This is an optimization exercise on Yosys and OpenROAD, whose aim is a short achievable clock period and few clock cycles, not a production implementation. In this exercise RTL edits were held to simulation tests only and were not proved equivalent to the original. Power and IR drop assume default switching activity.

==> inputs of job 3357 <==
// adc_seq
module adc_seq (
    input  wire        clk,
    input  wire        rst,
    input  wire        cmd_valid,
    input  wire [31:0] cmd_word,
    input  wire [31:0] cmd_addr,
    input  wire [31:0] cmd_a,
    input  wire [31:0] cmd_b,
    output wire        ready,
    output wire        rsp_valid,
    output wire [1:0]  rsp_kind,
    output wire [31:0] rsp_data,
    input  wire        rsp_take,
    output wire        busy,
    output wire        fault,
    output wire [2:0]  fault_cause,
    output wire [31:0] fault_info,
    output wire [15:0] pin_oe,
    output wire [15:0] pin_out,
    output wire        conv_start,
    output wire [4:0]  conv_ch,
    output wire        conv_trusted,
    input  wire        conv_done,
    input  wire [11:0] conv_data
);
export LEC_CHECK = 0
export ABC_CLOCK_PERIOD_IN_PS = 300
export CAP_MARGIN = 20
export CORE_MARGIN = 2
export CORE_UTILIZATION = 45
export SETUP_SLACK_MARGIN = 4.5
export SLEW_MARGIN = 20
export SYNTH_HIERARCHICAL = 1
create_clock -name core_clock -period 6.0 [get_ports {clk}]
standard.sh (not shown) runs the stock make flow with config.mk's settings and CLKGATE_MAP_FILE= SYNTH_SCRIPT=/design/flow/synth_recipe.tcl, a recipe that flattens the netlist after the stock synthesis.
==> flow/flow/run.sh <==
#!/bin/bash
# The standard layout, with the port buffers that ORFS inserts before global
# placement made as sky130_fd_sc_hd__buf_4 rather than the library's smallest
# buffer (a delay cell), which repair_timing then leaves on the input paths.
set -euo pipefail
bash standard.sh finish "BUFFER_PORTS_ARGS=-buffer_cell sky130_fd_sc_hd__buf_4" > make_finish.log 2>&1
==> inputs of job 7115, as changes to job 3357 <==
--- a/flow/design.v
+++ b/flow/design.v
@@ -23,38 +23,10 @@
                   a == 32'h3000_0008, a == 32'h3000_0000,
                   a == 32'h2000_0014, a == 32'h2000_0000,
                   a == 32'h1000_0004, a == 32'h1000_0000};
     assign mis = (a[1:0] != 2'b00);
 endmodule
-module adc_seq_cap (
-    input  wire       rd, wr, ar0,
-    input  wire [7:0] is,
-    input  wire       out_on, adc_on,
-    output wire       ar,                           
-    output wire [7:0] rs,                           
-    output wire [7:0] ws,                           
-    output wire       okrd, okw
-);
-    wire [7:0] acc = is & {{4{adc_on}}, {2{out_on}}, 2'b11};
-    assign ar   = ar0 & adc_on;
-    assign rs   = acc & {8{rd}};
-    assign ws   = acc & 8'b0110_1111 & {8{wr}};     
-    assign okrd = |rs;
-    assign okw  = |ws;
-endmodule
-module adc_seq_dis (
-    input  wire [7:0] ws,
-    input  wire       mod, a30, a8, a0, b8, b0, clk1_8, cr0,
-    output wire       dis,
-    output wire       d1, d5                        
-);
-    wire wd_clk1_8 = a8 | (clk1_8 & ~b8 & mod);
-    wire wd_cr_0   = a0 | (cr0 & ~b0 & mod);
-    assign d1  = ~wd_clk1_8;
-    assign d5  = a30 | ~wd_cr_0;
-    assign dis = (ws[1] & d1) | (ws[5] & d5) | ws[6];
-endmodule
 module adc_seq_fast (
     input  wire        rst,
     input  wire        cmd_valid,
     input  wire [31:0] w,            
     input  wire [31:0] a,            
@@ -109,29 +81,30 @@
     wire na28, r_any_n, ra_od_n, ra_od_n_inv;
     adc_seq_g_inv g_n28 (.a(a[28]), .y(na28));
     adc_seq_g_nand4 g_rany (.a(a[29]), .b(na28), .c(a[4]), .d(a[2]), .y(ra_od_n));
     adc_seq_g_inv g_raoi (.a(ra_od_n), .y(ra_od_n_inv));
     adc_seq_g_nand2 g_rano (.a(ra_od_n_inv), .b(out_on), .y(r_any_n));
-    wire f_ar, f_ps, k1, k2;
+    wire f_ar, f_ps, m1, m2, k2;
     adc_seq_g_nor4 g_far (.a(p1_n), .b(p2_n), .c(q_ar_n), .d(rst), .y(f_ar));
     adc_seq_g_nor4 g_fps (.a(p1_n), .b(p3_n), .c(q_ps_n), .d(rst), .y(f_ps));
-    adc_seq_g_nor4 g_k1  (.a(p1_n), .b(p4_n), .c(c1_n), .d(c2_n), .y(k1));
+    adc_seq_g_nor2 g_m1  (.a(p1_n), .b(p4_n), .y(m1));
+    adc_seq_g_nor2 g_m2  (.a(c1_n), .b(c2_n), .y(m2));
     adc_seq_g_nor3 g_k2  (.a(acc_n), .b(r_any_n), .c(rst), .y(k2));
     wire accr, naccr;
     adc_seq_g_nor2 g_accr  (.a(acc_n), .b(rst), .y(accr));
     adc_seq_g_or2  g_naccr (.a(acc_n), .b(rst), .y(naccr));
     adc_seq_g_a21o  g_rdy  (.a1(acc_n), .a2(rdy_o), .b1(rst), .y(rdy_d));
     wire t_rspv, t_rk0, v_bsy;
     adc_seq_g_or2   g_trv  (.a(f_ps), .b(rspv_or), .y(t_rspv));
-    adc_seq_g_a21o  g_rspv (.a1(k1), .a2(k2), .b1(t_rspv), .y(rspv_d));
+    adc_seq_g_a31o  g_rspv (.a1(m1), .a2(m2), .a3(k2), .b1(t_rspv), .y(rspv_d));
     adc_seq_g_or2   g_trk  (.a(f_ps), .b(rspk0_or), .y(t_rk0));
-    adc_seq_g_a21o  g_rk0  (.a1(k1), .a2(k2), .b1(t_rk0), .y(rspk0_d));
-    adc_seq_g_a211oi g_vbsy (.a1(k1), .a2(k2), .b1(f_ps), .c1(naccr), .y(v_bsy));
+    adc_seq_g_a31o  g_rk0  (.a1(m1), .a2(m2), .a3(k2), .b1(t_rk0), .y(rspk0_d));
+    adc_seq_g_a311oi g_vbsy (.a1(m1), .a2(m2), .a3(k2), .b1(f_ps), .c1(naccr), .y(v_bsy));
     adc_seq_g_or2   g_bsy  (.a(v_bsy), .b(bsy_or), .y(bsy_d));
-    adc_seq_g_and2  g_fwd  (.a(k1), .b(k2), .y(fw_d));
+    adc_seq_g_and3  g_fwd  (.a(m1), .b(m2), .c(k2), .y(fw_d));
     assign fps_d = f_ps;
-    adc_seq_g_a2111oi g_slow (.a1(k1), .a2(k2), .b1(f_ps), .c1(f_ar), .d1(naccr), .y(slow_d));
+    adc_seq_g_and2b g_slow (.an(f_ar), .b(v_bsy), .y(slow_d));
     adc_seq_g_or2   g_wcv  (.a(f_ar), .b(wconv_or), .y(wconv_d));
     adc_seq_g_or2   g_cst  (.a(f_ar), .b(cst_or), .y(cst_d));
     adc_seq_g_or2   g_cbs  (.a(f_ar), .b(cbusy_or), .y(cbusy_d));
     adc_seq_g_and2b g_eoc  (.an(f_ar), .b(eoc_or), .y(eoc_d));
     wire nw3, nw2, nrst, op23on_n, acc_r_n, e_od;
@@ -196,11 +169,12 @@
 module adc_seq_g_and4b (input wire an, b, c, d, output wire y); assign y = ~an & b & c & d; endmodule
 module adc_seq_g_and4bb (input wire an, bn, c, d, output wire y); assign y = ~an & ~bn & c & d; endmodule
 module adc_seq_g_and3bb (input wire an, bn, c, output wire y); assign y = ~an & ~bn & c; endmodule
 module adc_seq_g_a21oi (input wire a1, a2, b1, output wire y); assign y = ~((a1 & a2) | b1); endmodule
 module adc_seq_g_a211oi (input wire a1, a2, b1, c1, output wire y); assign y = ~((a1 & a2) | b1 | c1); endmodule
-module adc_seq_g_a2111oi (input wire a1, a2, b1, c1, d1, output wire y); assign y = ~((a1 & a2) | b1 | c1 | d1); endmodule
+module adc_seq_g_a31o  (input wire a1, a2, a3, b1, output wire y); assign y = (a1 & a2 & a3) | b1; endmodule
+module adc_seq_g_a311oi (input wire a1, a2, a3, b1, c1, output wire y); assign y = ~((a1 & a2 & a3) | b1 | c1); endmodule
 module adc_seq_g_nor3b (input wire a, b, cn, output wire y); assign y = ~(a | b | ~cn); endmodule
 module adc_seq_g_or2   (input wire a, b, output wire y); assign y = a | b; endmodule
 module adc_seq_g_nand2 (input wire a, b, output wire y); assign y = ~(a & b); endmodule
 module adc_seq_g_nand3 (input wire a, b, c, output wire y); assign y = ~(a & b & c); endmodule
 module adc_seq_g_nand4 (input wire a, b, c, d, output wire y); assign y = ~(a & b & c & d); endmodule
@@ -260,77 +234,86 @@
     reg [31:0] clk0, clk1, moder, odr, cr, sqr;
     reg [11:0] dr;
     reg        eoc, settled, conv_busy;
     reg [31:0] p_word, p_addr, p_a, p_b;
     reg        s_rd, s_w, s_mod, s_pi, s_ps, s_ai, s_ar0;   
-    reg        s_ar;                  
-    reg        s_okrd, s_okw;         
-    reg [7:0]  s_rs;                  
-    reg [7:0]  s_ws;                  
     reg [7:0]  q_is;                  
     reg        q_mis;                 
-    reg        q_dis;                 
     reg        q_d1, q_d5;            
     reg        q_fw, q_fps;           
     reg [15:0] q_odrps;               
+    reg [15:0] q_oe_c0, q_oe_mo, q_oe_pi, q_oe_ai, q_oe, q_odr_w, q_odr16;
     wire out_on = clk0[0];
     wire adc_on = clk1[8];
     wire done = conv_done & conv_busy & ~cst;
-    wire c_d1, c_d5;
-    wire c_rd, c_w, c_mod, c_pi, c_ps, c_ai, c_ar0, c_ar, c_okrd, c_okw, c_mis, c_dis;
-    wire [7:0] c_is, c_rs, c_ws;
+    wire c_rd, c_w, c_mod, c_pi, c_ps, c_ai, c_ar0, c_mis;
+    wire [7:0] c_is;
     adc_seq_wdec u_wdec (
         .w (cmd_word), .a_hi (cmd_a[31:16]),
         .rd (c_rd), .wr (c_w), .mod (c_mod), .pi (c_pi), .ps (c_ps), .ai (c_ai), .ar (c_ar0)
     );
     adc_seq_adec u_adec (.a (cmd_addr), .is (c_is), .mis (c_mis));
-    adc_seq_cap u_cap (
-        .rd (c_rd), .wr (c_w), .ar0 (c_ar0), .is (c_is),
-        .out_on (out_on), .adc_on (adc_on),
-        .ar (c_ar), .rs (c_rs), .ws (c_ws), .okrd (c_okrd), .okw (c_okw)
-    );
-    adc_seq_dis u_dis (
-        .ws (c_ws), .mod (c_mod), .a30 (cmd_a[30]), .a8 (cmd_a[8]), .a0 (cmd_a[0]),
-        .b8 (cmd_b[8]), .b0 (cmd_b[0]), .clk1_8 (clk1[8]), .cr0 (cr[0]), .dis (c_dis),
-        .d1 (c_d1), .d5 (c_d5)
-    );
+    wire c_d1 = ~(cmd_a[8] | (clk1[8] & ~cmd_b[8] & c_mod));
+    wire c_d5 = cmd_a[30] | ~(cmd_a[0] | (cr[0] & ~cmd_b[0] & c_mod));
+    wire [31:0] c_keep = ~cmd_b & {32{cmd_word[0]}};         
+    wire [31:0] c_wmo  = cmd_a | (moder & c_keep);
+    wire        c_wc0  = cmd_a[0] | (clk0[0] & c_keep[0]);
+    wire [15:0] c_odr_w = cmd_a[15:0] | (odr[15:0] & c_keep[15:0]);
+    wire [15:0] c_oe_c0, c_oe_mo, c_oe_pi, c_oe_ai;
+    genvar m;
+    generate
+        for (m = 0; m < 16; m = m + 1) begin : g_cand
+            wire f01 = ~moder[2*m+1] & moder[2*m];
+            assign c_oe_c0[m] = c_wc0 & f01;
+            assign c_oe_mo[m] = out_on & ~c_wmo[2*m+1] & c_wmo[2*m];
+            assign c_oe_pi[m] = cmd_a[m] | f01;
+            assign c_oe_ai[m] = (m == 4) ? 1'b0 : f01;
+        end
+    endgenerate
     always @(posedge clk) begin
         p_word  <= cmd_word;
         q_odrps <= cmd_word[8] ? (odr[15:0] | (16'd1 << cmd_word[7:4]))
                                : (odr[15:0] & ~(16'd1 << cmd_word[7:4]));
+        q_oe_c0 <= c_oe_c0;
+        q_oe_mo <= c_oe_mo;
+        q_oe_pi <= c_oe_pi;
+        q_oe_ai <= c_oe_ai;
+        q_oe    <= oe_r;
+        q_odr_w <= c_odr_w;
+        q_odr16 <= odr[15:0];
         p_addr  <= cmd_addr;
         p_a     <= cmd_a;
         p_b     <= cmd_b;
         s_rd    <= c_rd;
         s_w     <= c_w;
         s_mod   <= c_mod;
         s_pi    <= c_pi;
         s_ps    <= c_ps;
         s_ai    <= c_ai;
         s_ar0   <= c_ar0;
-        s_ar    <= c_ar;
-        s_okrd  <= c_okrd;
-        s_okw   <= c_okw;
-        s_rs    <= c_rs;
-        s_ws    <= c_ws;
         q_is    <= c_is;
         q_mis   <= c_mis;
-        q_dis   <= c_dis;
         q_d1    <= c_d1;
         q_d5    <= c_d5;
     end
+    wire [7:0] s_acc  = q_is & {{4{adc_on}}, {2{out_on}}, 2'b11};
+    wire [7:0] s_rs   = s_acc & {8{s_rd}};                    
+    wire [7:0] s_ws   = s_acc & 8'b0110_1111 & {8{s_w}};      
+    wire       s_okrd = |s_rs;
+    wire       s_okw  = |s_ws;
+    wire       s_ar   = s_ar0 & adc_on;                       
     wire [31:0] keep     = ~p_b & {32{s_mod}};
     wire [31:0] wd_clk0  = p_a | (clk0  & keep);
     wire [31:0] wd_clk1  = p_a | (clk1  & keep);
     wire [31:0] wd_moder = p_a | (moder & keep);
     wire [31:0] wd_odr   = p_a | (odr   & keep);
     wire [31:0] wd_cr    = p_a | (cr    & keep);
     wire [31:0] wd_sqr   = p_a | (sqr   & keep);
     wire dis_clk1 = conv_busy & q_d1;
     wire dis_cr   = conv_busy & q_d5;
     wire dis_sqr  = conv_busy;
-    wire dis      = conv_busy & q_dis;
+    wire dis      = conv_busy & ((s_ws[1] & q_d1) | (s_ws[5] & q_d5) | s_ws[6]);
     wire commit   = slow | q_fw;                  
     wire we_clk0  = commit & s_ws[0];
     wire we_clk1  = slow & s_ws[1] & ~dis_clk1;
     wire we_moder = commit & s_ws[2];
     wire we_odr   = commit & s_ws[3];
@@ -415,18 +398,20 @@
         else if (g_ai)          sqr_n[4:0] = 5'd4;
         cr_n = cr;
         if (we_cr)              cr_n = {wd_cr[31], 1'b0, wd_cr[29:0]};
         else if (g_ai)          cr_n[0] = 1'b1;
     end
-    wire [15:0] oe_n;
-    genvar n;
-    generate
-        for (n = 0; n < 16; n = n + 1) begin : g_pin
-            assign oe_n[n] = clk0_n[0] & (moder_n[2*n+1:2*n] == 2'b01);
-        end
-    endgenerate
     wire rdy_d, rspv_d, bsy_d, slow_d, wconv_d, rspk0_d, cst_d, cbusy_d, eoc_d;
+    wire pin_upd = slow | q_fw | q_fps;
+    wire [15:0] oe_sel  = (commit & s_ws[0]) ? q_oe_c0 :
+                          (commit & s_ws[2]) ? q_oe_mo :
+                          (slow & s_pi)      ? q_oe_pi :
+                          (slow & s_ai)      ? q_oe_ai : q_oe;
+    wire [15:0] odr_sel = (commit & s_ws[3]) ? q_odr_w :
+                          q_fps              ? q_odrps : q_odr16;
+    wire [15:0] oe_o    = pin_upd ? oe_sel : oe_r;
+    wire [15:0] outr_o  = pin_upd ? (oe_sel & odr_sel) : out_r;
     wire q_fw_d, q_fps_d;
     wire [15:0] oe_d, outr_d;
     adc_seq_fast u_fast (
         .rst       (rst),
         .cmd_valid (cmd_valid),
@@ -448,12 +433,12 @@
         .wconv_or  (~rst & wconv_o),
         .rspk0_or  (~rst & rspk0_o),
         .cst_or    (~rst & s_start),
         .cbusy_or  (~rst & cbusy_o),
         .eoc_or    (~rst & eoc_o),
-        .oe_or     (oe_n),
-        .outr_or   (oe_n & odr_n[15:0]),
+        .oe_or     (oe_o),
+        .outr_or   (outr_o),
         .rdy_d (rdy_d), .rspv_d (rspv_d), .bsy_d (bsy_d), .slow_d (slow_d),
         .wconv_d (wconv_d), .rspk0_d (rspk0_d), .cst_d (cst_d), .cbusy_d (cbusy_d),
         .eoc_d (eoc_d), .fw_d (q_fw_d), .fps_d (q_fps_d),
         .oe_d (oe_d), .outr_d (outr_d)
     );
==> flow/run.sh (new file) <==
#!/bin/bash
# synth_recipe.tcl (not shown) runs the flow's synth.tcl, then flattens the netlist and writes it again
# the make line also repeats each setting of config.mk as NAME=value (left out here)
make -C /OpenROAD-flow-scripts/flow DESIGN_CONFIG=/design/flow/config.mk WORK_HOME=/design/flow/orfs CLKGATE_MAP_FILE= SYNTH_SCRIPT=/design/flow/synth_recipe.tcl finish
removed: flow/flow/run.sh
removed: flow/standard.sh
==> comparison <==
Job 3357 completed without violations. Job 7115 completed without violations. Of job 3357 and job 7115, job 7115 has the higher non-clock buffer count (gap 159). In job 7115 the clock skew is higher than in job 3357, by 0.0057 ns. In register-to-register slack, job 7115 and job 3357 hardly differ. Against job 7115, the routed wire length of job 3357 is lower by about 25%. Between job 7115 and job 3357, the lower first-iteration DRC count is in job 3357 (gap about 27%, measured against job 3357). In job 3357 the sequential power is lower than in job 7115, by about 15%. Between job 7115 and job 3357, the lower core utilization is in job 3357 (gap 4.1 points). Critical path depth: job 3357 is higher than job 7115 (3).
Testbench counts of job 3357, summed over its fixed seeds: cycles 14,043.
Testbench counts of job 7115, summed over its fixed seeds: cycles 14,043.

==> re-timing with driven ports <==
In the flow no input, the clock included, has a driving cell. The finished layouts below were timed again as built, in two steps.
Step 1 sets driving cells, clkbuf_16 on the clock port and buf_2 on the other inputs (assumed; they add their load-dependent delay and slew).
Step 2 moves the port delays by t, midway between the first and last clock arrival at a register: inputs arrive t later, outputs are due t later. That takes back most of the time a late clock gives input paths.
Slacks: ideal ports / drivers / drivers and shift; pairs: ideal ports / drivers.
| run | t (ns) | setup slack, ns | worst setup path at the end | slew at the worst register clock pin (ns) |
|---|---|---|---|---|
| job 3357 | 0.679 | 3.611 / 3.611 / 3.155 | input to register | 0.07 / 0.07 |
| job 7115 | 0.718 | 3.625 / 3.584 / 3.201 | input to register | 0.08 / 0.08 |
After both steps every run listed still meets setup and hold. The setup slack of job 3357, which loses most, moves by 0.000 ns with the drivers and by -0.456 ns with both steps.
